From an optimization exercise on the open Yosys and OpenROAD flow, aimed at small area; shortcuts taken in it are not production practice. At most, simulation tests tie the RTL to the original design; equivalence was not proved. For run 1, only the layout was checked, not whether the RTL still works. Power and IR drop assume default switching activity.

==> flow/design.v, too long to show whole: its modules and the start of the top module <==
// module bitlink: 1932 lines
module bitlink #(
    parameter CLK_PER_US = 16
) (
    input  wire        clk,
    input  wire        rst_n,
    input  wire        sel,
    input  wire        wr,
    input  wire [6:0]  addr,
    input  wire [2:0]  size,
    input  wire [31:0] wdata,
    output wire [31:0] rdata,
    output reg         ready,
    output reg         err,
    output wire        sclk_o,
    output wire        sdio_o,
    output wire        sdio_oe,
    input  wire        sdio_i,
    output wire        ncs_o,
    output wire        nrst_o
);
  // ...
==> flow/run.sh <==
#!/bin/bash
# synth_recipe.tcl (not shown) runs the flow's synth.tcl, then flattens the netlist and writes it again
# the make line also repeats each setting of config.mk as NAME=value (left out here)
make -C /OpenROAD-flow-scripts/flow DESIGN_CONFIG=/design/flow/config.mk WORK_HOME=/design/flow/orfs CLKGATE_MAP_FILE= SYNTH_SCRIPT=/design/flow/synth_recipe.tcl finish
==> flow/config.mk <==
export PLATFORM = sky130hd
export DESIGN_NAME = bitlink
export DESIGN_NICKNAME = bitlink
export VERILOG_FILES = /design/flow/design.v
export SDC_FILE = /design/flow/constraint.sdc
export NUM_CORES = 4
export LEC_CHECK = 0
export CAP_MARGIN = 20
export CORE_MARGIN = 2
export CORE_UTILIZATION = 40
export CTS_BUF_LIST = sky130_fd_sc_hd__clkbuf_16
export CTS_CLUSTER_DIAMETER = 100
export CTS_CLUSTER_SIZE = 20
export SLEW_MARGIN = 20
==> flow/constraint.sdc <==
create_clock -name core_clock -period 12.0 [get_ports {clk}]
set_input_delay 2.4000 -clock core_clock [delete_from_list [all_inputs] [get_ports {clk}]]
set_output_delay 2.4000 -clock core_clock [all_outputs]
set_load 0.01 [all_outputs]
==> summary.md, run 1 <==
| Metric | Value |
|---|---|
| Status | `complete, no violations` |
| CTS Sinks | `816` |
| Post-synthesis mux area share | `under 10%` |
| Most frequent cell after synthesis | `edfxtp_1` |
| Crit end category | `flop` |
| Worst slew margin | `10.2%` |
| Critical path's top delay family | `adder cells` |
| Avg Cell Area, Syn | `11.2 um2` |
| Layout cells sized above 1 | `10.3%` |
| Post-Place Worst Slack | `1060 ps` |
| Reg area | `22800 um2` |
| Final Cycle Share | `89.9%` |
| Netlist Area Pre-Place | `43700 um2` |
| Most common cell after layout, fill and taps aside | `edfxtp_1` |
| Clock-pin slew on the worst setup and hold paths | `90 ps` |
| Hold Path Sink | `sdi_s2` |
| TNS Setup | `0 ps` |
| Biggest regs | `treg x288, rxbuf x56` |
| Number of clock buffers in the layout | `51` |
| CP Buf/Inv Count | `3` |
| Clock share of power | `32.5%` |
| Critical path's largest stage delay | `650 ps` |
| RSZ-0062 raised after global routing | `no` |
| Buffering overhead | `4.46%` |
| R2R depth | `36` |
| Inserted Diodes | `5` |
| Arr. time, crit path | `11230 ps` |
==> inputs of run 2 (changes only) <==
--- a/flow/design.v
+++ b/flow/design.v
@@ -70,17 +70,17 @@
     reg  [7:0]   rx;
     reg  [31:0]  tel0, tel1;
     reg          telw;          
     reg  [31:0]  pos_x, pos_y;
     reg  [23:0]  xf_x;
     reg  [24:0]  xf_y;
     reg          xfw;           
     reg          st_clk, st_dir, st_dout, st_cs, st_rst;
-    reg          busy_d, clk_d, dir_d, dout_d, cs_d, rst_d;
+    reg          clk_d, dir_d, dout_d, cs_d, rst_d;
     reg          commit;        
     reg          psres_d;       
     reg          rd_q;
     reg  [4:0]   ra_q;
     reg  [3:0]   prescale;
     reg  [23:0]  wcnt;
     reg  [4:0]   pc;
     reg  [1:0]   phase;
@@ -1492,17 +1492,17 @@
     wire       raise_err = (cmd_write && cmd_error != 4'd0) || cfg_refuse;
     wire [3:0] raise_code = cfg_refuse ? E_CFG_BUSY : cmd_error;
     wire       w1c = bus_wr && (widx == R_STATUS) && wdata[12];
     wire        nrst_d = rst_present ? rst_d : 1'b1;
     wire [1:0]  pstate_enc = variant ? 2'b11 : pstate;
     wire [31:0] status_word = {12'd0, err_code, 2'b00, err_ovf, err_flag, 1'b0,
                                motion_valid, id_mismatch, id_valid,
                                nrst_d, clk_d, dout_d, dir_d, cs_d,
-                               pstate_enc, busy_d};
+                               pstate_enc, busy | commit};
     wire [31:0] rsel = rd_q ? (32'd1 << ra_q) : 32'd0;
     reg  [23:0] rd_t;
     reg         r_unw;
     integer ri;
     always @(*) begin
         rd_t  = 24'd0;
         r_unw = 1'b0;
         for (ri = 0; ri < 12; ri = ri + 1) begin
@@ -1765,25 +1765,23 @@
             rx           <= 8'd0;
             pos_x        <= 32'd0;
             pos_y        <= 32'd0;
             st_clk       <= 1'b1;
             st_dir       <= 1'b0;
             st_dout      <= 1'b0;
             st_cs        <= 1'b0;
             st_rst       <= 1'b1;
-            busy_d       <= 1'b0;
             clk_d        <= 1'b1;
             dir_d        <= 1'b0;
             dout_d       <= 1'b0;
             cs_d         <= 1'b0;
             rst_d        <= 1'b1;
         end else begin
             prescale <= prescale + 4'd1;
-            busy_d   <= busy;
             clk_d    <= st_clk;
             dir_d    <= st_dir;
             dout_d   <= st_dout;
             cs_d     <= st_cs;
             rst_d    <= st_rst;
             commit   <= 1'b0;
             psres_d  <= 1'b0;
             if (psres_d) pstate <= PS_RESETTING;
==> flow/config.mk (replaced) <==
export PLATFORM = sky130hd
export DESIGN_NAME = bitlink
export DESIGN_NICKNAME = bitlink
export VERILOG_FILES = /design/flow/design.v
export SDC_FILE = /design/flow/constraint.sdc
export NUM_CORES = 4
export LEC_CHECK = 0
export CAP_MARGIN = 20
export CORE_MARGIN = 2
export CORE_UTILIZATION = 55
export CTS_BUF_LIST = sky130_fd_sc_hd__clkbuf_8
export CTS_CLUSTER_DIAMETER = 80
export CTS_CLUSTER_SIZE = 14
export SLEW_MARGIN = 20
==> summary.md, run 2 <==
| Metric | Value |
|---|---|
| Status | `complete, no violations` |
| Sequential area share after synthesis | `52.2%` |
| Arr. time, crit path | `11690 ps (+460 ps)` |
| Peak VDD IR | `about 0.00014 V` |
| Max reg flops | `288` |
| Post-CTS Setup Inserts | `0` |
| TritonCTS clock tree | `built` |
| Critical path's largest stage delay | `740 ps (+90 ps)` |
| Die H | `~290 um` |
| Ys flop type | `edfxtp_1` |
| Vias per cell | `7.96` |
| Final Cycle Share | `93.3% (+3.4 points)` |
| Crit path required time | `12490 ps` |
| Drt first pass iters | `13` |
| Vias in the first global route | `36900` |
| Netlist Area Pre-Place | `43700 um2 (about the same)` |
| Post-route DRC | `0` |
| Root Buffer | `clkbuf_8` |
| Min Hold Slack | `364 ps` |
| Syn Inst Count | `3861` |
| Via Count | `between 30000 and 40000` |
| Crit-path max FO | `30` |
| Die width | `286 um` |
| Overall routing resource usage | `50.9%` |
| Initial core utilization | `between 50% and 60%` |
| Slew Viols, Final | `0` |
| Most frequent cells in the layout | `565 x edfxtp_1, 279 x nand2_1, 258 x a22oi_1` |
| Leak | `17.0 nW` |
| CP startpoint | `treg[239]` |
| Worst reg2reg setup slack | `800 ps` |
| Cell Rows | `103` |
| Clock-pin slew on the worst setup and hold paths | `100 ps (about the same)` |
| Worst slew margin | `10.1% (-0.10 points)` |
| Asr flop ratio synth | `20.1%` |
| Total gr overflow | `0` |
| Global-route wire length before repair | `289000 um` |
| Setup Skew | `a little under 80 ps` |
| Finished Cell Area | `47400 um2` |
| Routed Wire Length | `212000 um` |
| Placed cell areas | `roughly 46000 um2` |
| Final setup viols | `0` |
| Crit-path most repeated cell | `fa_1` |
| Slowest-stage cell, CP | `nor4_1` |
| Routed Antenna Nets | `0` |
| Reg with most FFs | `treg` |
| Layout cells sized above 1 | `11.5% (+1.3 points)` |
| Post-synth top cells | `565 x edfxtp_1, 280 x nand2_1, 258 x a22oi_1, 234 x clkbuf_1, 191 x nor2_1` |
| IO Pins | `86` |
| Starting DRT DRC Count | `approximately 8500` |
| DIE AREA | `81700 um2` |
| Yosys Warn Count | `1` |
| Post-Place Worst Slack | `949 ps (-110 ps)` |
| Capturing point of the worst reg2reg path | `xf_x[23]` |
| CTS Sinks | `815 (-0.12%)` |
| Max_cap viols | `0` |
| Synth top area share | `38.8%` |
| Final cell count without fillers | `5004` |
| Post-Syn Nets | `4065` |
| Most common cell after layout, fill and taps aside | `edfxtp_1` |
| Worst setup path endpoint | `xf_x[23]` |
| Layout area overhead | `8.62%` |
| Fin util | `60.2%` |
| HPWL Detailed | `148000 um` |
| H-tree depth | `3` |
| Yosys top cell by area | `edfxtp_1` |
| FF-to-FF Start | `treg[239]` |
| Fillers | `6291` |
| Yosys cell types | `100` |
| WL/cell | `42.3 um` |
| Flops & latches, synth | `815` |
| TNS Setup | `0 ps (unchanged)` |
| RSZ-0062 raised after global routing | `no` |
| R2R depth | `32 (-11%)` |
| Clock Path Buffers | `3` |
| Core Area | `78900 um2` |
| EDFF count, synth | `565` |
| Gates resized, CTS repair | `0` |
| Power, Total | `about 5.5 mW` |
| Worst-Skew Late Latency | `between 700 and 800 ps` |
| Fin nets | `4086` |
| Largest net degree at the start of global routing | `66` |
| FMAX | `89.3 MHz` |
| Avg Cell Area, Syn | `11.3 um2 (+1.3%)` |
| Top cells by area, synth | `edfxtp_1 39%, dfrtp_1 9.1%, a22oi_1 4.4%` |
| PortBufs | `85` |
| Tightest Pin Transition | `about 1300 ps` |
| Number of buffers created by CTS | `70` |
| Crit path setup slack, layout | `803 ps` |
| Fin crit period | `11200 ps` |
| Worst setup SP type | `flop` |
| Initial antenna violation count | `25` |
| Most frequent cell after synthesis | `edfxtp_1` |
| Biggest regs | `treg x288, rxbuf x56` |
| Hold buffer count at CTS | `0` |
| Placer Congestion | `~1.1` |
| PD cells | `117 nW/um2` |
| Crit Path Class | `reg -> reg` |
| Hold Fails Final Rpt | `0` |
| DP Cell Count | `around 4900` |
| Crit end category | `flop` |
| HP Class | `reg -> reg` |
-- run 2: cell types whose count changed after synthesis, sizes merged, moves of 12 or more --
cell / change
a221oi: -22
nor3: +13
nand4: +13
nor2: -55
nand2: -58
a222oi: +14
buf: -52
o21ai: -12
a31oi: -18
clkbuf: +69
o211ai: -12
mux2: +19
and2: +21
-- run 2: layout make-up --
type | instances | area [um2] | share of cell area [%]
Tap cell | 1050 | 1310 | 2.77
Clock inverter | 53 | 344 | 0.725
Timing Repair Buffer | 249 | 2080 | 4.39
Multi-Input combinational cell | 2609 | 19400 | 40.8
Antenna cell | 21 | 52.6 | 0.111
Inverter | 137 | 514 | 1.08
Clock buffer | 70 | 963 | 2.03
Sequential cell | 815 | 22800 | 48.0
-- run 2: kinds of logic after synthesis --
| group | share of synthesized area, % |
|---|---|
| AOI/OAI and AO/OA | 18.3 |
| xor gates and xnor gates | 1.92 |
| adders and majority gates | 5.91 |
| buffers and inverters | 4.06 |
| DFF | 52.2 |
| muxes | 2.70 |
| and+or+nand+nor | 15.0 |
-- run 2: where the power goes --
part | internal, mW | total (mW) | leakage, nW | switching [mW]
combinational | 0.285 | 0.703 | 8.55 | 0.418
sequential | 3.16 | 3.19 | 7.65 | 0.0282
clock | 0.611 | 1.65 | 0.805 | 1.04
-- run 2: critical path, delay by kind of cell, from the launching register on --
kind,cells,cell delay [ps]
adder cells (fa/ha/maj),17,5750
AND/OR/NAND/NOR,4,1990
buffers and inverters,3,730
XOR/XNOR,1,190
flip-flops,1,550
AO/OA/AOI/OAI,7,1750
-- run 2: layer usage --
| layer | up-vias | global-route usage, % | wire length [um] |
|---|---|---|---|
| li1 | 15000 | - | - |
| met1 | 19300 | 62.3 | 69700 |
| met2 | 4302 | 69.1 | 83000 |
| met3 | 1088 | 26.4 | 38700 |
| met4 | 22 | 35.3 | 19900 |
| met5 | - | 0.988 | 382 |
-- run 2: worst min-delay path by stage --
stage / to / cells after the start / slack [ps] / startpoint
after global placement: sdi_s2 / 0 / 320 / sdi_s1
after floorplan: sdi_s2 / 0 / 310 / sdi_s1
after CTS: sdi_s2 / 0 / 360 / sdi_s1
after global routing: sdi_s2 / 0 / 380 / sdi_s1
final: sdi_s2 / 0 / 360 / sdi_s1
after detailed placement: sdi_s2 / 0 / 330 / sdi_s1
==> inputs of run 3 (changes only) <==
--- a/flow/config.mk
+++ b/flow/config.mk
@@ -7,7 +7,7 @@
 export LEC_CHECK = 0
 export CAP_MARGIN = 20
 export CORE_MARGIN = 2
-export CORE_UTILIZATION = 55
+export CORE_UTILIZATION = 40
 export CTS_BUF_LIST = sky130_fd_sc_hd__clkbuf_8
 export CTS_CLUSTER_DIAMETER = 80
 export CTS_CLUSTER_SIZE = 14
==> summary.md, run 3 <==
| Metric | Value |
|---|---|
| Status | `complete, no violations` |
| Root Buffer | `clkbuf_8` |
| Met2 track utilization from global routing | `49.8% (-19 points)` |
| R2R depth | `32 (unchanged)` |
| Ys flop type | `edfxtp_1` |
| Reg with most FFs | `treg` |
| Met3 usage in global routing | `14.1% (-12 points)` |
| Largest net degree at the start of global routing | `66 (unchanged)` |
| Synth top area share | `38.8% (unchanged)` |
| Worst hold path startpoint | `sdi_s1` |
| Overall routing resource usage | `36.1% (-15 points)` |
| Avg Cell Area, Syn | `11.3 um2 (unchanged)` |
| Post-route DRC | `0 (unchanged)` |
| Top cells by area, synth | `edfxtp_1 39%, dfrtp_1 9.1%, a22oi_1 4.4%` |
| TritonCTS clock tree | `built` |
| Clock Path Buffers | `3 (unchanged)` |
| Busiest grt layer | `met2` |
| Initial core utilization | `40.2% (-15 points)` |
| Clock-pin slew on the worst setup and hold paths | `100 ps (about the same)` |
| Fillers | `10200 (+61%)` |
| Post-Synth Adder-Cell Area | `5.91% (unchanged)` |
| Fin util | `44.1% (-16 points)` |
| Vias per cell | `7.04 (-12%)` |
| HPWL Detailed | `145000 um (-1.8%)` |
| DIE AREA | `112000 um2 (+37%)` |
| Yosys Warn Count | `1 (unchanged)` |
| Most frequent cells in the layout | `565 x edfxtp_1, 279 x nand2_1, 258 x a22oi_1` |
| Post-synth top cells | `565 x edfxtp_1, 280 x nand2_1, 258 x a22oi_1, 234 x clkbuf_1, 191 x nor2_1` |
| Starting DRT DRC Count | `7585 (-10%)` |
| GR Util met1 | `46.6% (-16 points)` |
| Final Cycle Share | `92.7% (-0.57 points)` |
| Crit end category | `flop` |
| Netlist Area Pre-Place | `43700 um2 (unchanged)` |
| Via Count | `37800 (-5.1%)` |
| Max reg flops | `288 (unchanged)` |
| Post-Syn Nets | `4065 (unchanged)` |
| Die H | `334 um (+17%)` |
| Hold Path Sink | `sdi_s2` |
| Global-route wire length before repair | `283000 um (-2.3%)` |
| IO Pins | `86 (unchanged)` |
| Initial antenna violation count | `20 (-20%)` |
| Worst slew margin | `14.1% (+4.0 points)` |
| RSZ-0062 raised after global routing | `no` |
| Capturing point of the worst reg2reg path | `xf_x[23]` |
| Cell Rows | `121 (+17%)` |
| Sequential area share after synthesis | `52.2% (unchanged)` |
| Crit path required time | `12530 ps (+40 ps)` |
| Most common cell after layout, fill and taps aside | `edfxtp_1` |
| CP Buf/Inv Count | `2 (-1)` |
| Tightest Pin Transition | `1290 ps (-59.7 ps)` |
| Hold Fails Final Rpt | `0 (unchanged)` |
| H-tree depth | `3 (unchanged)` |
| Post-synthesis mux area share | `2.70% (unchanged)` |
| PortBufs | `85 (unchanged)` |
| Worst setup SP type | `flop` |
| Die width | `334 um (+17%)` |
| Asr flop ratio synth | `20.1% (unchanged)` |
| Syn Inst Count | `3861 (unchanged)` |
| Post-CTS Setup Inserts | `0 (unchanged)` |
| Largest family of logic cells by synthesized area | `compound AO/OA/AOI/OAI gates` |
| Slew Viols, Final | `0 (unchanged)` |
| WL/cell | `38.5 um (-9.1%)` |
| Leak | `17.0 nW (+0.12%)` |
| Worst reg2reg setup slack | `870 ps (+70 ps)` |
| Placer Congestion | `1.07 (-1.9%)` |
| Fin crit period | `11130 ps (-68.3 ps)` |
| XOR/XNOR Fraction of Synth Area | `1.92% (unchanged)` |
| Total gr overflow | `0 (unchanged)` |
| Routed Antenna Nets | `0 (unchanged)` |
| Min Hold Slack | `342 ps (-22.4 ps)` |
| Hold-critical path depth | `0 (unchanged)` |
| Most frequent cell after synthesis | `edfxtp_1` |
| Worst path depth | `32 (unchanged)` |
| DP Cell Count | `5224 (+7.6%)` |
| Number of buffers created by CTS | `70 (unchanged)` |
| Biggest regs | `treg x288, rxbuf x56` |
| Crit-path max FO | `11 (-63%)` |
| Drt first pass iters | `10 (-3)` |
| Worst-Skew Late Latency | `810 ps (+50 ps)` |
| Crit path setup slack, layout | `872 ps (+68.3 ps)` |
| Max_cap viols | `0 (unchanged)` |
| Gates resized, CTS repair | `0 (unchanged)` |
| Yosys top cell by area | `edfxtp_1` |
| PD cells | `115 nW/um2 (-1.2%)` |
| Compound-Gate Fraction of Synth Area | `18.3% (unchanged)` |
| Yosys cell types | `100 (unchanged)` |
| Setup Skew | `58.6 ps (-20.6 ps)` |
| Vias in the first global route | `34600 (-6.3%)` |
| Slowest-stage cell, CP | `nor4_1` |
| Core Area | `109000 um2 (+38%)` |
| Crit-path most repeated cell | `fa_1` |
| EDFF count, synth | `565 (unchanged)` |
| Critical path's largest stage delay | `680 ps (-60 ps)` |
| TNS Setup | `0 ps (unchanged)` |
| Layout cells sized above 1 | `11.6% (+0.089 points)` |
| Crit Path Class | `reg -> reg` |
| Synth Area in Simple Gates | `15.0% (unchanged)` |
| FMAX | `89.9 MHz (+0.61%)` |
| Layout area overhead | `9.65%` |
| Peak VDD IR | `0.0000872 V (-39%)` |
| Fin nets | `4092 (+0.15%)` |
| HP Class | `reg -> reg` |
| FF-to-FF Start | `treg[180]` |
| Routed Wire Length | `206000 um (-2.5%)` |
| Final cell count without fillers | `5365 (+7.2%)` |
| Critical path's top delay family | `adder cells` |
| Flops & latches, synth | `815 (unchanged)` |
| Final setup viols | `0 (unchanged)` |
| Arr. time, crit path | `11660 ps (-30 ps)` |
| Post-Place Worst Slack | `821 ps (-127 ps)` |
| CTS Sinks | `815 (unchanged)` |
| Hold buffer count at CTS | `0 (unchanged)` |
## run 3: worst reg2reg max path: cells and delay by family (launching register included)
family | cells | cell delay (ps)
adders and majority gates | 18 | 5890
and+or+nand+nor | 4 | 2030
AOI/OAI and AO/OA | 7 | 1990
DFF | 1 | 450
buffers and inverters | 2 | 340
xor gates and xnor gates | 1 | 180
## run 3: per-stage QoR
| step | cell area (um2) | total power [mW] |
|---|---|---|
| after CTS | 47800 | 5.55 |
| after detailed placement | 46500 | 3.94 |
| after global placement | 46500 | 3.92 |
| after floorplan | 43700 | 3.65 |
| final | 47900 | 5.53 |
| after global routing | 47900 | 5.74 |
## run 3: worst max-delay path by stage
| stage | from | end | slack (ps) |
|---|---|---|---|
| floorplan | ctrl[0] | xf_x[23] | 1830 |
| global placement | wdata[17] | xf_x[23] | 910 |
| detailed placement | wdata[17] | xf_x[23] | 820 |
| CTS | treg[180] | xf_y[24] | 1060 |
| global route | treg[180] | xf_y[24] | 570 |
| finish | treg[180] | xf_x[23] | 870 |
## run 3: cells by family (layout without fill, tap and decap cells)
kind of cell,after synthesis,in the layout
compound gates,1041,1041
xor+xnor,96,96
fa+ha+maj,157,157
buf+inv,437,522
flops,815,815
mux,108,108
other cells,0,5
simple gates,1207,1207
## run 3: layout make-up
cell class | count | area [um2] | share of cell area, %
multi-input combinational | 2609 | 19400 | 40.4
clock buffer | 72 | 991 | 2.07
tap | 1414 | 1770 | 3.69
timing repair buffer | 255 | 2120 | 4.43
clock inverter | 58 | 323 | 0.674
sequential | 815 | 22800 | 47.6
inverter | 137 | 514 | 1.07
antenna | 5 | 12.5 | 0.0261
## run 3: per-layer routing
layer	up-vias	share of wire, %	routed length [um]
met4	20	8.5	17500
met1	18700	37	75900
met5	-	0.14	283
met3	759	15	30600
met2	3192	40	82100
li1	15000	-	-
## run 3: report_power, final
part           switching [mW]  total (mW)  internal (mW)
combinational           0.394       0.674          0.280
clock                    1.04        1.66          0.618
sequential             0.0292        3.19           3.16
total                    1.47        5.53           4.06
==> inputs of run 4 (changes only) <==
==> flow/flow/run.sh (new file) <==
#!/bin/bash
# Layout flow: the standard layout (standard.sh, unchanged synthesis,
# floorplan, placement, routing), with the clock tree built from
# clkbuf_16 clusters of up to 20 registers and without dummy loads.
set -euo pipefail
cd "$(dirname "$0")/.."
export CTS_ARGS="-sink_clustering_enable -repair_clock_nets -dont_use_dummy_load -sink_clustering_size 20 -sink_clustering_max_diameter 100 -buf_list sky130_fd_sc_hd__clkbuf_16"
bash standard.sh > standard.log 2>&1
==> flow/standard.sh (new file) <==
#!/bin/bash
# synth_recipe.tcl (not shown) runs the flow's synth.tcl, then flattens the netlist and writes it again
# the make line also repeats each setting of config.mk as NAME=value (left out here)
make -C /OpenROAD-flow-scripts/flow DESIGN_CONFIG=/design/flow/config.mk WORK_HOME=/design/flow/orfs CLKGATE_MAP_FILE= SYNTH_SCRIPT=/design/flow/synth_recipe.tcl "${@:-finish}"
--- a/flow/config.mk
+++ b/flow/config.mk
@@ -8,7 +8,4 @@
 export CAP_MARGIN = 20
 export CORE_MARGIN = 2
 export CORE_UTILIZATION = 40
-export CTS_BUF_LIST = sky130_fd_sc_hd__clkbuf_8
-export CTS_CLUSTER_DIAMETER = 80
-export CTS_CLUSTER_SIZE = 14
 export SLEW_MARGIN = 20
removed: flow/run.sh
==> summary.md, run 4 <==
| Metric | Value |
|---|---|
| Combinational Power Share | `12.1% (about the same)` |
| Global-route wire length before repair | `281000 um (-0.53%)` |
| R2R depth | `32 (unchanged)` |
| Fin nets | `4069 (-0.56%)` |
| PortBufs | `85 (unchanged)` |
| FMAX | `89.8 MHz (about the same)` |
| Reg area | `22800 um2 (unchanged)` |
| Most frequent cell after synthesis | `edfxtp_1` |
| Worst-Skew Late Latency | `680 ps (-130 ps)` |
| Gates resized, CTS repair | `0 (unchanged)` |
| Core Area | `109000 um2 (unchanged)` |
| Via Count | `37400 (-0.98%)` |
| Crit end category | `flop` |
| Worst slew margin | `14.8% (+0.70 points)` |
| Critical path's top delay family | `adder cells` |
| Clock Path Buffers | `3 (unchanged)` |
| Worst path depth | `32 (unchanged)` |
| Post-route DRC | `0 (unchanged)` |
| Layout area overhead | `9.34%` |
| WL/cell | `38.9 um (+1.1%)` |
| Final setup viols | `0 (unchanged)` |
| Worst setup SP type | `flop` |
| Die H | `334 um (unchanged)` |
| Vias in the first global route | `34300 (-0.70%)` |
| DIE AREA | `112000 um2 (unchanged)` |
| Crit-path max FO | `11 (unchanged)` |
| Multi-input logic area | `19400 um2 (about the same)` |
| Sw frac | `25.0% (-1.6 points)` |
| TNS Setup | `0 ps (unchanged)` |
| FF-to-FF Start | `treg[180]` |
| Reg with most FFs | `treg` |
| Layout cells sized above 1 | `10.9% (-0.73 points)` |
| Internal power | `4.15 mW (+2.3%)` |
| Routed Antenna Nets | `0 (unchanged)` |
| Cell Rows | `121 (unchanged)` |
| Status | `complete, no violations` |
| Min Hold Slack | `340 ps (-1.77 ps)` |
| Hold Fails Final Rpt | `0 (unchanged)` |
| Leak | `16.8 nW (-1.4%)` |
| Die width | `334 um (unchanged)` |
| Slew Viols, Final | `0 (unchanged)` |
| Most common cell after layout, fill and taps aside | `edfxtp_1` |
| Setup Skew | `60.2 ps (+1.62 ps)` |
| Avg Cell Area, Syn | `11.3 um2 (unchanged)` |
| DP Cell Count | `5224 (unchanged)` |
| Post-Syn Nets | `4065 (unchanged)` |
| Total gr overflow | `0 (unchanged)` |
| Crit-path most repeated cell | `fa_1` |
| Fillers | `10100 (-0.68%)` |
| Placer Congestion | `1.07 (unchanged)` |
| Crit path required time | `12420 ps (-110 ps)` |
| Peak VDD IR | `0.000103 V (+18%)` |
| Worst setup path endpoint | `xf_x[23]` |
| Slowest-stage cell, CP | `nor4_1` |
| Root Buffer | `clkbuf_16` |
| Starting DRT DRC Count | `7517 (-0.90%)` |
| Flops & latches, synth | `815 (unchanged)` |
| Sequential share of power | `57.7% (about the same)` |
| Clock-pin slew on the worst setup and hold paths | `90 ps (about the same)` |
| Initial antenna violation count | `13 (-35%)` |
| Overall routing resource usage | `35.9% (-0.24 points)` |
| Synth top area share | `38.8% (unchanged)` |
| Top cells by area, synth | `edfxtp_1 39%, dfrtp_1 9.1%, a22oi_1 4.4%` |
| CTS Sinks | `815 (unchanged)` |
| Vias per cell | `7.08 (+0.63%)` |
| Hold buffer count at CTS | `0 (unchanged)` |
| RSZ-0062 raised after global routing | `no` |
| Sequential area share after synthesis | `52.2% (unchanged)` |
| HPWL Detailed | `145000 um (unchanged)` |
| HP Class | `reg -> reg` |
| CP startpoint | `treg[180]` |
| Netlist Area Pre-Place | `43700 um2 (unchanged)` |
| Yosys Warn Count | `1 (unchanged)` |
| Final cell count without fillers | `5279 (-1.6%)` |
| Drt first pass iters | `11 (+1)` |
| Net Sw Power | `1.38 mW (-5.8%)` |
| TritonCTS clock tree | `built` |
| Final Cycle Share | `92.8% (about the same)` |
| Ys flop type | `edfxtp_1` |
| Worst reg2reg setup slack | `870 ps (about the same)` |
| Routed Wire Length | `205000 um (-0.53%)` |
| Crit Path Class | `reg -> reg` |
| Initial core utilization | `40.2% (unchanged)` |
| Yosys top cell by area | `edfxtp_1` |
| Most frequent cells in the layout | `565 x edfxtp_1, 279 x nand2_1, 258 x a22oi_1` |
| Arr. time, crit path | `11560 ps (-100 ps)` |
| CP Buf/Inv Count | `2 (unchanged)` |
| IO Pins | `86 (unchanged)` |
| Tightest Pin Transition | `1280 ps (-10.5 ps)` |
| Post-CTS Setup Inserts | `0 (unchanged)` |
| Fin crit period | `11130 ps (+5.00 ps)` |
| Yosys cell types | `100 (unchanged)` |
| Biggest regs | `treg x288, rxbuf x56` |
| Critical path's largest stage delay | `680 ps (about the same)` |
| PD cells | `116 nW/um2 (+0.41%)` |
| H-tree depth | `2 (-1)` |
| EDFF count, synth | `565 (unchanged)` |
| Asr flop ratio synth | `20.1% (unchanged)` |
| Number of buffers created by CTS | `48 (-31%)` |
| Capturing point of the worst reg2reg path | `xf_x[23]` |
| Syn Inst Count | `3861 (unchanged)` |
| Post-synth top cells | `565 x edfxtp_1, 280 x nand2_1, 258 x a22oi_1, 234 x clkbuf_1, 191 x nor2_1` |
| Largest net degree at the start of global routing | `66 (unchanged)` |
| Clock share of power | `30.2% (+0.2 points)` |
| Max reg flops | `288 (unchanged)` |
| Max_cap viols | `0 (unchanged)` |
run 4: power groups by stage:
| stage | logic, mW | registers (mW) | clock network (mW) |
|---|---|---|---|
| floorplan | 0.411 | 3.24 | 0 |
| global placement | 0.661 | 3.25 | 0 |
| detailed placement | 0.684 | 3.25 | 0 |
| CTS | 0.688 | 3.19 | 1.67 |
| finish | 0.669 | 3.19 | 1.67 |
| global route | 0.774 | 3.20 | 1.76 |
run 4: per-layer routing:
layer  wire length, um  global-route usage (%)  up-vias
met4             17500                    23.3       18
met5               309                    1.43        -
met1             75900                    46.8    18500
li1                  -                       -    14900
met2             81800                    49.8     3163
met3             29700                    13.0      740
run 4: final cells by class:
cell class / count / share of cell area [%]
timing repair buffer: 254 / 4.42
tap: 1414 / 3.70
clock buffer: 48 / 2.51
sequential: 815 / 47.7
inverter: 137 / 1.08
multi-input combinational: 2609 / 40.5
antenna: 2 / 0.0105
run 4: metrics by stage:
stage | power (mW) | area, um2 | utilization, % | worst slack (ps)
floorplan | 3.65 | 43700 | - | 1830
CTS | 5.55 | 47700 | 44.0 | 1070
global route | 5.73 | 47800 | 44.0 | 587
finish | 5.53 | 47800 | 44.0 | 867
global placement | 3.92 | 46500 | 42.9 | 910
detailed placement | 3.94 | 46500 | 42.9 | 821
run 4: worst reg2reg max path: cells and delay by family (launching register included):
family	cells	cell delay [ps]
XOR/XNOR	1	180
buffers and inverters	2	340
AND/OR/NAND/NOR	4	2050
flip-flops	1	440
adder cells (fa/ha/maj)	18	5910
AO/OA/AOI/OAI	7	1960
run 4: worst min-delay path by stage:
| stage | startpoint | endpoint | slack [ps] | depth (start not counted) |
|---|---|---|---|---|
| 6_report | sdi_s1 | sdi_s2 | 340 | 0 |
| 5_1_grt | sdi_s1 | sdi_s2 | 360 | 0 |
| 4_1_cts | sdi_s1 | sdi_s2 | 350 | 0 |
| 3_5_place_dp | sdi_s1 | sdi_s2 | 330 | 0 |
| 3_3_place_gp | sdi_s1 | sdi_s2 | 310 | 0 |
| 2_1_floorplan | sdi_s1 | sdi_s2 | 310 | 0 |
run 4: kinds of logic (layout without fill, tap and decap cells):
logic type,Yosys count,after routing,synth area share [%]
fa+ha+maj,157,157,5.91
other cells,0,2,0
flops,815,815,52.2
buf+inv,437,439,4.06
mux,108,108,2.70
simple gates,1207,1207,15.0
compound gates,1041,1041,18.3
xor+xnor,96,96,1.92
==> inputs of run 5 (changes only) <==
==> flow/flow/run.sh (replaced) <==
#!/bin/bash
# Layout flow: the standard layout (standard.sh: the standard synthesis,
# floorplan, placement, CTS, routing and finish, unchanged), except that the
# clock tree is built from clkbuf_8 clusters of up to 14 registers within
# 80 um and without dummy loads. standard.sh's full output goes to
# standard.log here; ORFS's own per-step logs are under orfs/logs/.
set -euo pipefail
cd "$(dirname "$0")/.."
export CTS_ARGS="-sink_clustering_enable -repair_clock_nets -dont_use_dummy_load -sink_clustering_size 14 -sink_clustering_max_diameter 80 -buf_list sky130_fd_sc_hd__clkbuf_8"
bash standard.sh > standard.log 2>&1
==> summary.md, run 5 <==
| Metric | Value |
|---|---|
| Slowest-stage cell, CP | `nor4_1` |
| Total gr overflow | `0 (unchanged)` |
| Worst setup SP type | `flop` |
| Via Count | `37700 (+0.91%)` |
| Arr. time, crit path | `11620 ps (+60 ps)` |
| Worst-Skew Late Latency | `800 ps (+120 ps)` |
| Setup Skew | `94.0 ps (+33.8 ps)` |
| Most common cell after layout, fill and taps aside | `edfxtp_1` |
| Internal power | `3.97 mW (-4.5%)` |
| Yosys Warn Count | `1 (unchanged)` |
| Die H | `334 um (unchanged)` |
| Most frequent cells in the layout | `565 x edfxtp_1, 279 x nand2_1, 258 x a22oi_1` |
| Status | `complete, no violations` |
| Sequential share of power | `59.7% (+2.0 points)` |
| Die width | `334 um (unchanged)` |
| Crit path required time | `12450 ps (+30 ps)` |
| TNS Setup | `0 ps (unchanged)` |
| Overall routing resource usage | `36.1% (+0.15 points)` |
| Fin nets | `4093 (+0.59%)` |
| Starting DRT DRC Count | `7429 (-1.2%)` |
| Worst slew margin | `3.79% (-11 points)` |
| CP Buf/Inv Count | `2 (unchanged)` |
| Yosys cell types | `100 (unchanged)` |
| Layout cells sized above 1 | `11.4% (+0.55 points)` |
| Routed Antenna Nets | `0 (unchanged)` |
| Critical path's top delay family | `adder cells` |
| Clock Path Buffers | `3 (unchanged)` |
| Initial antenna violation count | `21 (+8)` |
| Final Cycle Share | `93.1% (+0.31 points)` |
| RSZ-0062 raised after global routing | `no` |
| Post-Syn Nets | `4065 (unchanged)` |
| Fin crit period | `11170 ps (+37.0 ps)` |
| Placer Congestion | `1.07 (unchanged)` |
| Clock-pin slew on the worst setup and hold paths | `90 ps (about the same)` |
| Top cells by area, synth | `edfxtp_1 39%, dfrtp_1 9.1%, a22oi_1 4.4%` |
| Most frequent cell after synthesis | `edfxtp_1` |
| Ys flop type | `edfxtp_1` |
| Clock share of power | `27.8% (-2.4 points)` |
| Flops & latches, synth | `815 (unchanged)` |
| Max_cap viols | `0 (unchanged)` |
| Fin util | `43.8% (-0.19 points)` |
| Synth top area share | `38.8% (unchanged)` |
| Final setup viols | `0 (unchanged)` |
| CTS Sinks | `815 (unchanged)` |
| DIE AREA | `112000 um2 (unchanged)` |
| Vias per cell | `7.11 (+0.30%)` |
| Root Buffer | `clkbuf_8` |
| Yosys top cell by area | `edfxtp_1` |
| Max reg flops | `288 (unchanged)` |
| Leak | `16.7 nW (-0.49%)` |
| Crit-path max FO | `11 (unchanged)` |
| Routed Wire Length | `206000 um (+0.46%)` |
| IO Pins | `86 (unchanged)` |
| Post-synth top cells | `565 x edfxtp_1, 280 x nand2_1, 258 x a22oi_1, 234 x clkbuf_1, 191 x nor2_1` |
| HPWL Detailed | `145000 um (unchanged)` |
| Cell Rows | `121 (unchanged)` |
| TritonCTS clock tree | `built` |
| Avg Cell Area, Syn | `11.3 um2 (unchanged)` |
| Sequential area share after synthesis | `52.2% (unchanged)` |
| Net Sw Power | `1.39 mW (+0.35%)` |
| Peak VDD IR | `0.0000829 V (-20%)` |
| Hold Fails Final Rpt | `0 (unchanged)` |
| Biggest regs | `treg x288, rxbuf x56` |
| Combinational Power Share | `12.6% (+0.5 points)` |
| Tightest Pin Transition | `1440 ps (+165 ps)` |
| WL/cell | `38.8 um (-0.14%)` |
| Core Area | `109000 um2 (unchanged)` |
| Fillers | `10100 (+0.59%)` |
| Slew Viols, Final | `0 (unchanged)` |
| H-tree depth | `3 (+1)` |
| Vias in the first global route | `34500 (+0.37%)` |
| Crit-path most repeated cell | `fa_1` |
| Gates resized, CTS repair | `0 (unchanged)` |
| Drt first pass iters | `10 (-1)` |
| PortBufs | `85 (unchanged)` |
| Initial core utilization | `40.2% (unchanged)` |
| Largest net degree at the start of global routing | `66 (unchanged)` |
| Global-route wire length before repair | `282000 um (+0.34%)` |
| Hold buffer count at CTS | `0 (unchanged)` |
| Critical path's largest stage delay | `680 ps (about the same)` |
| Crit Path Class | `reg -> reg` |
| Netlist Area Pre-Place | `43700 um2 (unchanged)` |
| FMAX | `89.5 MHz (-0.33%)` |
| Post-route DRC | `0 (unchanged)` |
| Layout area overhead | `8.86%` |
| Syn Inst Count | `3861 (unchanged)` |
| EDFF count, synth | `565 (unchanged)` |
| Number of buffers created by CTS | `70 (+46%)` |
| Reg with most FFs | `treg` |
| Post-CTS Setup Inserts | `0 (unchanged)` |
| HP Class | `reg -> reg` |
| Sw frac | `25.9% (+0.94 points)` |
| Crit end category | `flop` |
| PD cells | `113 nW/um2 (-2.9%)` |
| Asr flop ratio synth | `20.1% (unchanged)` |
-- run 5: cell types whose count changed in the layout (fill, tap and decap cells not counted), sizes merged --
cell / previous run / this run
clkbuf: 51 / 72
buf: 168 / 171
diode: 2 / 10
-- run 5: power groups by stage --
stage | registers (mW) | logic [mW] | clock network, mW
after floorplan | 3.24 | 0.411 | 0
after global placement | 3.25 | 0.661 | 0
after detailed placement | 3.25 | 0.684 | 0
after CTS | 3.19 | 0.688 | 1.49
after global routing | 3.20 | 0.774 | 1.58
final | 3.19 | 0.673 | 1.49
-- run 5: metal layers --
| layer | wire length [um] | GRT usage, % | part of all wire (%) | vias to the layer above |
|---|---|---|---|---|
| met3 | 30900 | 13.5 | 15 | 765 |
| li1 | - | - | - | 15000 |
| met2 | 82600 | 50.0 | 40 | 3322 |
| met1 | 75700 | 47.0 | 37 | 18600 |
| met5 | 183 | 0.608 | 0.089 | - |
| met4 | 16900 | 23.1 | 8.2 | 22 |
-- run 5: area by class of cell --
type	count	area, um2	share of cell area [%]
antenna	10	25.0	0.0526
clock buffer	70	963	2.03
inverter	137	514	1.08
multi-input combinational	2609	19400	40.7
sequential	815	22800	47.9
tap	1414	1770	3.72
timing repair buffer	256	2120	4.46
-- run 5: cell families after synthesis --
logic type | count (synthesis) | synth area share (%)
flops | 815 | 52.2
simple gates | 1207 | 15.0
compound gates | 1041 | 18.3
mux | 108 | 2.70
fa+ha+maj | 157 | 5.91
buf+inv | 437 | 4.06
xor+xnor | 96 | 1.92
-- run 5: stage by stage --
stage,std cells,power (mW),area [um2],worst slack [ps],hold slack (ps)
detailed placement,5224,3.94,46500,821,326
CTS,5294,5.37,47500,1030,296
global placement,5224,3.92,46500,910,314
global route,5303,5.56,47500,537,304
floorplan,3861,3.65,43700,1830,310
finish,5311,5.35,47600,830,312
-- run 5: worst register-to-register path: cells and delay by family (launching register included) --
kind,cells,cell delay [ps]
and+or+nand+nor,4,2040
DFF,1,450
adders and majority gates,18,5710
AOI/OAI and AO/OA,7,1990
buffers and inverters,2,340
xor gates and xnor gates,2,330
-- run 5: worst paths after layout --
| kind | from | endpoint | slack [ps] | depth (start not counted) |
|---|---|---|---|---|
| worst min register to register | st_rst | rst_d | 310 | 0 |
| worst min-delay path | st_rst | rst_d | 310 | 0 |
| min in group asynchronous | rst_n | pos_x[25] | 1620 | 1 |
| worst max-delay path | treg[180] | xf_y[24] | 830 | 33 |
| max in group asynchronous | rst_n | xf_s[10] | 8360 | 3 |
| worst max register to register | treg[180] | xf_y[24] | 830 | 33 |
==> inputs of run 6 (changes only) <==
==> flow/flow/run.sh (replaced) <==
#!/bin/bash
# Layout flow: the standard layout (standard.sh: the standard synthesis,
# floorplan, placement, CTS, routing and finish, unchanged), except that the
# ports are buffered with buf_2 cells and the clock tree is built from
# clkbuf_8 clusters of up to 14 registers within 80 um and without dummy
# loads. standard.sh's full output goes to standard.log here; ORFS's own
# per-step logs are under orfs/logs/.
set -euo pipefail
cd "$(dirname "$0")/.."
export BUFFER_PORTS_ARGS="-buffer_cell sky130_fd_sc_hd__buf_2"
export CTS_ARGS="-sink_clustering_enable -repair_clock_nets -dont_use_dummy_load -sink_clustering_size 14 -sink_clustering_max_diameter 80 -buf_list sky130_fd_sc_hd__clkbuf_8"
bash standard.sh > standard.log 2>&1
--- a/flow/config.mk
+++ b/flow/config.mk
@@ -5,7 +5,7 @@
 export SDC_FILE = /design/flow/constraint.sdc
 export NUM_CORES = 4
 export LEC_CHECK = 0
-export CAP_MARGIN = 20
+export CAP_MARGIN = 0
 export CORE_MARGIN = 2
 export CORE_UTILIZATION = 40
-export SLEW_MARGIN = 20
+export SLEW_MARGIN = 0
==> summary.md, run 6 <==
| Metric | Value |
|---|---|
| Power, Total | `5.37 mW (+0.31%)` |
| Netlist Area Pre-Place | `43700 um2 (unchanged)` |
| H-tree depth | `3 (unchanged)` |
| Post-CTS Setup Inserts | `0 (unchanged)` |
| HPWL Detailed | `151000 um (+4.1%)` |
| Flops & latches, synth | `815 (unchanged)` |
| Fin crit period | `11040 ps (-133 ps)` |
| Crit-path most repeated cell | `fa_1` |
| Crit Path Class | `reg -> reg` |
| Critical path's largest stage delay | `830 ps (+150 ps)` |
| Cell Rows | `121 (unchanged)` |
| Most frequent cells in the layout | `565 x edfxtp_1, 279 x nand2_1, 258 x a22oi_1` |
| Clock Path Buffers | `3 (unchanged)` |
| Finished Cell Area | `47000 um2 (-1.1%)` |
| Core Area | `109000 um2 (unchanged)` |
| Routed Wire Length | `214000 um (+3.6%)` |
| Final Cycle Share | `92.0% (-1.1 points)` |
| Via Count | `37600 (-0.38%)` |
| Slew Viols, Final | `0 (unchanged)` |
| EDFF count, synth | `565 (unchanged)` |
| Root Buffer | `clkbuf_8` |
| Total gr overflow | `0 (unchanged)` |
| Top cells by area, synth | `edfxtp_1 39%, dfrtp_1 9.1%, a22oi_1 4.4%` |
| FMAX | `90.6 MHz (+1.2%)` |
| Hold Fails Final Rpt | `0 (unchanged)` |
| Worst-Skew Late Latency | `790 ps (about the same)` |
| Crit path required time | `12530 ps (+80 ps)` |
| Initial antenna violation count | `22 (+4.8%)` |
| Placer Congestion | `1.04 (-2.1%)` |
| Min Hold Slack | `336 ps (+23.9 ps)` |
| Largest net degree at the start of global routing | `100 (+52%)` |
| PD cells | `114 nW/um2 (+1.4%)` |
| Worst setup SP type | `flop` |
| Hold-critical path depth | `0 (unchanged)` |
| Post-route DRC | `0 (unchanged)` |
| Yosys top cell by area | `edfxtp_1` |
| TNS Setup | `0 ps (unchanged)` |
| IO Pins | `86 (unchanged)` |
| Clock-pin slew on the worst setup and hold paths | `100 ps (about the same)` |
| Yosys cell types | `100 (unchanged)` |
| Critical path's top delay family | `adder cells` |
| Biggest regs | `treg x288, rxbuf x56` |
| Drt first pass iters | `8 (-2)` |
| Crit end category | `flop` |
| Layout cells sized above 1 | `13.2% (+1.8 points)` |
| TritonCTS clock tree | `built` |
| Post-Syn Nets | `4065 (unchanged)` |
| HP Class | `reg -> reg` |
| Fin nets | `4078 (-0.37%)` |
| Reg with most FFs | `treg` |
| Starting DRT DRC Count | `6901 (-7.1%)` |
| PortBufs | `85 (unchanged)` |
| Syn Inst Count | `3861 (unchanged)` |
| R2R depth | `32 (-3.0%)` |
| Initial core utilization | `40.2% (unchanged)` |
| Max reg flops | `288 (unchanged)` |
| Die width | `334 um (unchanged)` |
| Post-synth top cells | `565 x edfxtp_1, 280 x nand2_1, 258 x a22oi_1, 234 x clkbuf_1, 191 x nor2_1` |
| Crit path setup slack, layout | `963 ps (+133 ps)` |
| Gates resized, CTS repair | `0 (unchanged)` |
| Peak VDD IR | `0.000122 V (+48%)` |
| Hold buffer count at CTS | `0 (unchanged)` |
| Slowest-stage cell, CP | `nor4_1` |
| Final cell count without fillers | `5294 (-0.32%)` |
| DP Cell Count | `5214 (-0.19%)` |
| Status | `complete, no violations` |
| Global-route wire length before repair | `291000 um (+3.0%)` |
| Tightest Pin Transition | `1480 ps (+41.2 ps)` |
| Synth top area share | `38.8% (unchanged)` |
| Fin util | `43.3% (-0.48 points)` |
| Post-Place Worst Slack | `1120 ps (+300 ps)` |
| CTS Sinks | `815 (unchanged)` |
| Leak | `16.7 nW (about the same)` |
| Final setup viols | `0 (unchanged)` |
| RSZ-0062 raised after global routing | `no` |
| Worst path depth | `32 (-3.0%)` |
| Worst slew margin | `1.04% (-2.7 points)` |
| Placed cell areas | `46000 um2 (-1.1%)` |
| Number of buffers created by CTS | `71 (+1.4%)` |
| Max_cap viols | `0 (unchanged)` |
| CP Buf/Inv Count | `3 (+1)` |
| Avg Cell Area, Syn | `11.3 um2 (unchanged)` |
| Ys flop type | `edfxtp_1` |
| Sequential area share after synthesis | `52.2% (unchanged)` |
| Yosys Warn Count | `1 (unchanged)` |
| Vias per cell | `7.10 (about the same)` |
| WL/cell | `40.3 um (+3.9%)` |
| Setup Skew | `96.2 ps (+2.24 ps)` |
| Crit-path max FO | `30 (+19)` |
| DIE AREA | `112000 um2 (unchanged)` |
| Layout area overhead | `7.67%` |
| Routed Antenna Nets | `0 (unchanged)` |
| Die H | `334 um (unchanged)` |
| Arr. time, crit path | `11560 ps (-60 ps)` |
| Vias in the first global route | `34300 (-0.40%)` |
| Most common cell after layout, fill and taps aside | `edfxtp_1` |
| Most frequent cell after synthesis | `edfxtp_1` |
| Overall routing resource usage | `37.4% (+1.4 points)` |
| Asr flop ratio synth | `20.1% (unchanged)` |
-- run 6: cell counts after synthesis --
No cell type changed its count.
-- run 6: layout make-up --
| cell class | count | area [um2] |
|---|---|---|
| repair buffers | 240 | 1600 |
| fillers | 10200 | 61500 |
| inverters | 137 | 514 |
| well taps | 1414 | 1770 |
| clock buffers | 71 | 977 |
| flip-flops and latches | 815 | 22800 |
| diodes | 8 | 20.0 |
| multi-input cells | 2609 | 19400 |
-- run 6: power breakdown --
part | internal, mW | switching (mW) | leakage (nW) | total (mW)
clock | 0.530 | 0.984 | 0.511 | 1.51
sequential | 3.16 | 0.0293 | 7.65 | 3.19
combinational | 0.268 | 0.394 | 8.56 | 0.662
-- run 6: worst paths after layout --
kind / from / endpoint / slack [ps]
worst max-delay path: ctrl[0] / xf_x[23] / 960
worst min-delay path: sdi_s1 / sdi_s2 / 340
worst max register to register: ctrl[0] / xf_x[23] / 960
worst min register to register: sdi_s1 / sdi_s2 / 340
max in group asynchronous: rst_n / xf_s[14] / 8560
min in group asynchronous: rst_n / pos_x[25] / 1740
-- run 6: kinds of logic (layout without fill, tap and decap cells) --
group / count (synthesis) / in the layout / share of synthesized area, %
DFF: 815 / 815 / 52.2
muxes: 108 / 108 / 2.70
other: 0 / 8 / 0
buffers and inverters: 437 / 448 / 4.06
AOI/OAI and AO/OA: 1041 / 1041 / 18.3
xor gates and xnor gates: 96 / 96 / 1.92
adders and majority gates: 157 / 157 / 5.91
and+or+nand+nor: 1207 / 1207 / 15.0
-- run 6: layer usage --
layer	up-vias	global-route usage (%)	part of all wire, %
li1	14900	-	-
met3	671	13.5	14
met2	3056	52.0	40
met5	-	1.61	0.15
met1	18900	49.4	38
met4	18	22.9	7.5
==> inputs of run 7 (changes only) <==
--- a/flow/config.mk
+++ b/flow/config.mk
@@ -5,7 +5,8 @@
 export SDC_FILE = /design/flow/constraint.sdc
 export NUM_CORES = 4
 export LEC_CHECK = 0
-export CAP_MARGIN = 0
+export CAP_MARGIN = 20
 export CORE_MARGIN = 2
 export CORE_UTILIZATION = 40
-export SLEW_MARGIN = 0
+export GPL_ROUTABILITY_DRIVEN = 0
+export SLEW_MARGIN = 20
==> summary.md, run 7 <==
| Metric | Value |
|---|---|
| Routed Antenna Nets | `0 (unchanged)` |
| FF-to-FF Start | `ctrl[0]` |
| Power, Total | `5.36 mW (-0.20%)` |
| Fillers | `10200 (-0.43%)` |
| Min Hold Slack | `301 ps (-34.7 ps)` |
| CP startpoint | `ctrl[0]` |
| Most common cell after layout, fill and taps aside | `edfxtp_1` |
| Critical path's top delay family | `adder cells` |
| Most frequent cells in the layout | `565 x edfxtp_1, 280 x nand2_1, 258 x a22oi_1` |
| Fin crit period | `10980 ps (-60.8 ps)` |
| DIE AREA | `112000 um2 (unchanged)` |
| Critical path's largest stage delay | `830 ps (about the same)` |
| Global-route wire length before repair | `277000 um (-4.7%)` |
| Tightest Pin Transition | `1300 ps (-181 ps)` |
| Largest net degree at the start of global routing | `101 (+1.0%)` |
| Yosys Warn Count | `1 (unchanged)` |
| Crit path required time | `12420 ps (-110 ps)` |
| Post-CTS Setup Inserts | `0 (unchanged)` |
| Worst hold path startpoint | `sdi_s1` |
| Post-synth top cells | `565 x edfxtp_1, 280 x nand2_1, 258 x a22oi_1, 234 x clkbuf_1, 191 x nor2_1` |
| Multi-input logic area | `19400 um2 (about the same)` |
| CP Buf/Inv Count | `4 (+1)` |
| Asr flop ratio synth | `20.1% (unchanged)` |
| HPWL Detailed | `139000 um (-8.0%)` |
| TritonCTS clock tree | `built` |
| Worst reg2reg setup slack | `1020 ps (+60 ps)` |
| Initial antenna violation count | `27 (+23%)` |
| Die width | `334 um (unchanged)` |
| Netlist Area Pre-Place | `43700 um2 (unchanged)` |
| Most frequent cell after synthesis | `edfxtp_1` |
| Max_cap viols | `0 (unchanged)` |
| Worst setup SP type | `flop` |
| Starting DRT DRC Count | `8595 (+25%)` |
| Final cell count without fillers | `5295 (+0.019%)` |
| Drt first pass iters | `14 (+6)` |
| Gates resized, CTS repair | `0 (unchanged)` |
| Biggest regs | `treg x288, rxbuf x56` |
| Peak VDD IR | `0.000112 V (-8.7%)` |
| Reg with most FFs | `treg` |
| RSZ-0062 raised after global routing | `no` |
| Arr. time, crit path | `11400 ps (-160 ps)` |
| TNS Setup | `0 ps (unchanged)` |
| Status | `complete, no violations` |
| Slowest-stage cell, CP | `nor2_1` |
| Synth top area share | `38.8% (unchanged)` |
| Routed Wire Length | `201000 um (-6.0%)` |
| Core Area | `109000 um2 (unchanged)` |
| Max reg flops | `288 (unchanged)` |
| Avg Cell Area, Syn | `11.3 um2 (unchanged)` |
| H-tree depth | `3 (unchanged)` |
| Post-route DRC | `0 (unchanged)` |
| Die H | `334 um (unchanged)` |
| Syn Inst Count | `3861 (unchanged)` |
| Final Cycle Share | `91.5% (-0.51 points)` |
| Slew Viols, Final | `0 (unchanged)` |
| Reg area | `22800 um2 (unchanged)` |
| Worst slew margin | `13.1% (+12 points)` |
| Hold buffer count at CTS | `0 (unchanged)` |
| Overall routing resource usage | `35.2% (-2.2 points)` |
| Clock Path Buffers | `3 (unchanged)` |
| Cell Rows | `121 (unchanged)` |
| Crit Path Class | `reg -> reg` |
| Via Count | `38100 (+1.4%)` |
| EDFF count, synth | `565 (unchanged)` |
| PortBufs | `85 (unchanged)` |
| Number of buffers created by CTS | `72 (+1.4%)` |
| Ys flop type | `edfxtp_1` |
| Vias per cell | `7.20 (+1.3%)` |
| WL/cell | `37.9 um (-6.0%)` |
| Leak | `16.7 nW (-0.31%)` |
| DP Cell Count | `5199 (-0.29%)` |
| IO Pins | `86 (unchanged)` |
| Final setup viols | `0 (unchanged)` |
| Yosys top cell by area | `edfxtp_1` |
| Flops & latches, synth | `815 (unchanged)` |
| Total gr overflow | `0 (unchanged)` |
| Crit-path max FO | `42 (+40%)` |
| Vias in the first global route | `34600 (+0.69%)` |
| Layout cells sized above 1 | `13.0% (-0.23 points)` |
| Yosys cell types | `100 (unchanged)` |
| Layout area overhead | `7.60% (about the same)` |
| Crit-path most repeated cell | `fa_1` |
| Top cells by area, synth | `edfxtp_1 39%, dfrtp_1 9.1%, a22oi_1 4.4%` |
| Setup Skew | `112 ps (+16.1 ps)` |
| Worst-Skew Late Latency | `790 ps (about the same)` |
| Crit end category | `flop` |
| CTS Sinks | `815 (unchanged)` |
| HP Class | `reg -> reg` |
| Initial core utilization | `40.2% (unchanged)` |
| Root Buffer | `clkbuf_8` |
| Post-Syn Nets | `4065 (unchanged)` |
| Clock-pin slew on the worst setup and hold paths | `100 ps (about the same)` |
| Fin nets | `4069 (-0.22%)` |
| PD cells | `114 nW/um2 (-0.13%)` |
| Hold Fails Final Rpt | `0 (unchanged)` |
| FMAX | `91.1 MHz (+0.55%)` |
| Sequential area share after synthesis | `52.2% (unchanged)` |
run 7: kinds of logic (layout without fill, tap and decap cells):
| kind of cell | Yosys count | count (layout) | share of synthesized area [%] |
|---|---|---|---|
| and+or+nand+nor | 1207 | 1207 | 15.0 |
| other | 0 | 18 | 0 |
| xor gates and xnor gates | 96 | 96 | 1.92 |
| AOI/OAI and AO/OA | 1041 | 1041 | 18.3 |
| muxes | 108 | 108 | 2.70 |
| adders and majority gates | 157 | 157 | 5.91 |
| buffers and inverters | 437 | 439 | 4.06 |
| DFF | 815 | 815 | 52.2 |
run 7: worst reg2reg max path, delay by kind of cell (launching register included):
family | cells | cell delay, ps
AOI/OAI and AO/OA | 8 | 1860
and+or+nand+nor | 3 | 1530
DFF | 1 | 460
buffers and inverters | 4 | 1030
adders and majority gates | 17 | 5470
xor gates and xnor gates | 2 | 320
run 7: area by class of cell:
type / instances / share of cell area [%]
Inverter: 137 / 1.09
Timing Repair Buffer: 230 / 3.23
Sequential cell: 815 / 48.5
Antenna cell: 18 / 0.0958
Clock buffer: 72 / 2.11
Multi-Input combinational cell: 2609 / 41.2
Tap cell: 1414 / 3.76
run 7: per-layer routing:
| metal | routed length (um) | global-route usage, % |
|---|---|---|
| met5 | 297 | 0.868 |
| met4 | 16200 | 21.3 |
| met3 | 34400 | 17.9 |
| met2 | 79200 | 48.1 |
| met1 | 70600 | 43.9 |
run 7: report_power, final:
part	internal [mW]	switching, mW
clock network	0.537	0.963
logic	0.269	0.395
registers	3.16	0.0296
total	3.97	1.39
run 7: path summary, 6_finish.rpt:
| kind | to | cells past startpoint |
|---|---|---|
| worst max-delay path | xf_y[24] | 34 |
| worst min-delay path | sdi_s2 | 0 |
| worst max register to register | xf_y[24] | 34 |
| worst min register to register | sdi_s2 | 0 |
| max in group asynchronous | xf_s[7] | 2 |
| min in group asynchronous | pos_x[26] | 1 |
run 7: metrics by stage:
stage / area (um2) / setup WS, ps / utilization [%]
global route: 47000 / 702 / 43.3
floorplan: 43700 / 1830 / -
detailed placement: 45900 / 1300 / 42.3
CTS: 46900 / 1160 / 43.2
global placement: 45900 / 1360 / 42.3
finish: 47000 / 1020 / 43.3
==> inputs of run 8 (changes only) <==
--- a/flow/config.mk
+++ b/flow/config.mk
@@ -8,5 +8,4 @@
 export CAP_MARGIN = 20
 export CORE_MARGIN = 2
 export CORE_UTILIZATION = 40
-export GPL_ROUTABILITY_DRIVEN = 0
 export SLEW_MARGIN = 20
==> summary.md, run 8 <==
| Metric | Value |
|---|---|
| Max_cap viols | `0 (unchanged)` |
| Hold Fails Final Rpt | `0 (unchanged)` |
| Hold buffer count at CTS | `0 (unchanged)` |
| Crit-path max FO | `30 (-29%)` |
| Crit-path most repeated cell | `fa_1` |
| Final Cycle Share | `91.7% (+0.22 points)` |
| Ys flop type | `edfxtp_1` |
| Die width | `334 um (unchanged)` |
| Max reg flops | `288 (unchanged)` |
| Final setup viols | `0 (unchanged)` |
| Overall routing resource usage | `37.4% (+2.2 points)` |
| Finished Cell Area | `47100 um2 (+0.14%)` |
| Fin nets | `4081 (+0.29%)` |
| Synth top area share | `38.8% (unchanged)` |
| PD cells | `114 nW/um2 (about the same)` |
| Biggest regs | `treg x288, rxbuf x56` |
| Peak VDD IR | `0.000121 V (+8.4%)` |
| IO Pins | `86 (unchanged)` |
| Layout cells sized above 1 | `13.3% (+0.32 points)` |
| Number of buffers created by CTS | `71 (-1.4%)` |
| Slowest-stage cell, CP | `nor4_1` |
| Worst setup SP type | `flop` |
| Clock-pin slew on the worst setup and hold paths | `110 ps (about the same)` |
| HPWL Detailed | `151000 um (+8.5%)` |
| Routed Wire Length | `213000 um (+6.1%)` |
| Status | `complete, no violations` |
| Post-route DRC | `0 (unchanged)` |
| Sequential area share after synthesis | `52.2% (unchanged)` |
| Vias in the first global route | `34500 (-0.18%)` |
| Worst slew margin | `10.6% (-2.5 points)` |
| Most frequent cell after synthesis | `edfxtp_1` |
| Worst-Skew Late Latency | `790 ps (about the same)` |
| Starting DRT DRC Count | `7027 (-18%)` |
| Crit path required time | `12500 ps (+80 ps)` |
| Clock Path Buffers | `3 (unchanged)` |
| Placer Congestion | `around 1.0` |
| RSZ-0062 raised after global routing | `no` |
| Syn Inst Count | `3861 (unchanged)` |
| Netlist Area Pre-Place | `43700 um2 (unchanged)` |
| PortBufs | `85 (unchanged)` |
| H-tree depth | `3 (unchanged)` |
| Arr. time, crit path | `11510 ps (+110 ps)` |
| Setup Skew | `76.2 ps (-36.2 ps)` |
| Via Count | `37500 (-1.6%)` |
| Yosys Warn Count | `1 (unchanged)` |
| Most frequent cells in the layout | `565 x edfxtp_1, 279 x nand2_1, 258 x a22oi_1` |
| TritonCTS clock tree | `built` |
| Slew Viols, Final | `0 (unchanged)` |
| Reg with most FFs | `treg` |
| Min Hold Slack | `335 ps (+33.3 ps)` |
| Post-synth top cells | `565 x edfxtp_1, 280 x nand2_1, 258 x a22oi_1, 234 x clkbuf_1, 191 x nor2_1` |
| Root Buffer | `clkbuf_8` |
| Post-Syn Nets | `4065 (unchanged)` |
| Yosys cell types | `100 (unchanged)` |
| Total gr overflow | `0 (unchanged)` |
| Initial antenna violation count | `24 (-11%)` |
| Crit end category | `flop` |
| Tightest Pin Transition | `1330 ps (+27.2 ps)` |
| WL/cell | `40.2 um (+6.0%)` |
| Leak | `16.7 nW (+0.37%)` |
| Flops & latches, synth | `815 (unchanged)` |
| HP Class | `reg -> reg` |
| EDFF count, synth | `565 (unchanged)` |
| Top cells by area, synth | `edfxtp_1 39%, dfrtp_1 9.1%, a22oi_1 4.4%` |
| Drt first pass iters | `14 (unchanged)` |
| Crit Path Class | `reg -> reg` |
| Routed Antenna Nets | `0 (unchanged)` |
| Gates resized, CTS repair | `0 (unchanged)` |
| Post-CTS Setup Inserts | `0 (unchanged)` |
| Die H | `334 um (unchanged)` |
| CTS Sinks | `815 (unchanged)` |
| DIE AREA | `112000 um2 (unchanged)` |
| Cell Rows | `121 (unchanged)` |
| Vias per cell | `7.07 (-1.7%)` |
| Asr flop ratio synth | `20.1% (unchanged)` |
| Critical path's largest stage delay | `780 ps (-50 ps)` |
| Layout area overhead | `7.75%` |
| Placed cell areas | `46000 um2 (+0.30%)` |
| Most common cell after layout, fill and taps aside | `edfxtp_1` |
| Avg Cell Area, Syn | `11.3 um2 (unchanged)` |
| Power, Total | `5.37 mW (+0.20%)` |
| DP Cell Count | `5215 (+0.31%)` |
| TNS Setup | `0 ps (unchanged)` |
| Core Area | `109000 um2 (unchanged)` |
| Final cell count without fillers | `5300 (+0.094%)` |
| Initial core utilization | `40.2% (unchanged)` |
| Fin crit period | `11000 ps (+27.0 ps)` |
| Largest net degree at the start of global routing | `100 (-0.99%)` |
| Yosys top cell by area | `edfxtp_1` |
| FMAX | `90.9 MHz (-0.25%)` |
| Global-route wire length before repair | `291000 um (+4.7%)` |
[run 8: cell counts after synthesis]
No cell type changed its count.
[run 8: kinds of logic after synthesis]
family                     synth area share, %
AOI/OAI and AO/OA                         18.3
xor gates and xnor gates                  1.92
adders and majority gates                 5.91
buffers and inverters                     4.06
DFF                                       52.2
muxes                                     2.70
and+or+nand+nor                           15.0
[run 8: path summary, 6_finish.rpt]
check	start	to	slack [ps]	cells past startpoint
hold / removal	sdi_s1	sdi_s2	330	0
hold reg to reg	sdi_s1	sdi_s2	330	0
setup / recovery	treg[220]	xf_x[23]	1000	32
min in group asynchronous	rst_n	pos_y[31]	1750	1
max in group asynchronous	rst_n	xf_c[14]	8540	2
setup reg to reg	treg[220]	xf_x[23]	1000	32
[run 8: routing by layer]
layer  track usage, %  vias up  wire length [um]
met5             1.30        -               223
met4             24.0       12             16700
met3             13.2      701             29800
met2             51.5     3100             85200
met1             49.5    18700             81000
li1                 -    15000                 -
[run 8: stage by stage]
stage | setup slack (ps) | util (%)
after floorplan | 1830 | -
after global placement | 1300 | 42.4
after detailed placement | 1110 | 42.4
after CTS | 1050 | 43.3
after global routing | 544 | 43.3
final | 997 | 43.4
[run 8: area by class of cell]
| type | count | area (um2) |
|---|---|---|
| multi-input combinational | 2609 | 19400 |
| inverter | 137 | 514 |
| antenna | 11 | 27.5 |
| sequential | 815 | 22800 |
| timing repair buffer | 243 | 1620 |
| clock buffer | 71 | 977 |
| tap | 1414 | 1770 |
| fill | 10200 | 61500 |
[run 8: worst max-delay path, delay by kind of cell, from the launching register on]
kind | cells | cell delay (ps)
fa+ha+maj | 17 | 5680
simple gates | 4 | 2090
compound gates | 7 | 1630
buf+inv | 3 | 700
flops | 1 | 430
xor+xnor | 1 | 180
[run 8: where the power goes]
group / switching [mW] / internal, mW / total [mW]
clock network: 0.978 / 0.531 / 1.51
logic: 0.397 / 0.269 / 0.666
registers: 0.0300 / 3.16 / 3.19
total: 1.40 / 3.96 / 5.37

-- static timing again, ports no longer ideal --
The flow's constraints put no driver on any port. The routed layouts listed below were extracted and timed again, unchanged, in two steps. Step 1 (the two cells are an assumption about what drives the block):
set clk [get_ports {clk}]
set_driving_cell -lib_cell sky130_fd_sc_hd__clkbuf_16 $clk
set_driving_cell -lib_cell sky130_fd_sc_hd__buf_2 [delete_from_list [all_inputs] $clk]
Step 2 also shifts input and output timing later by t, the mid clock arrival at the registers, as if the neighbouring blocks saw the same clock. Slacks: ideal ports / drivers / drivers and shift; pairs: ideal ports / drivers.
run | t, ns | slack for setup (ns) | worst setup path at the end | worst slew at a driven data input, ns | pins driven straight from the clock port
run 1 | 0.776 | 1.209 / 1.209 / 0.967 | input to register | 0.06 | 1
run 2 | 0.785 | 0.803 / 0.803 / 0.738 | input to register | 0.08 | 1
run 3 | 0.848 | 0.872 / 0.872 / 0.663 | input to register | 0.04 | 1
run 4 | 0.723 | 0.867 / 0.867 / 0.720 | input to register | 0.04 | 1
run 5 | 0.823 | 0.830 / 0.830 / 0.647 | input to register | 0.04 | 1
run 6 | 0.813 | 0.963 / 0.963 / 0.963 | register to register | 0.08 | 1
run 7 | 0.810 | 1.024 / 1.024 / 1.024 | register to register | 0.12 | 1
run 8 | 0.817 | 0.997 / 0.997 / 0.997 | register to register | 0.09 | 1
After both steps setup and hold are still met in every run listed. For run 1, which loses most, drivers alone change the setup slack by 0.000 ns; drivers and shift together by -0.242 ns.
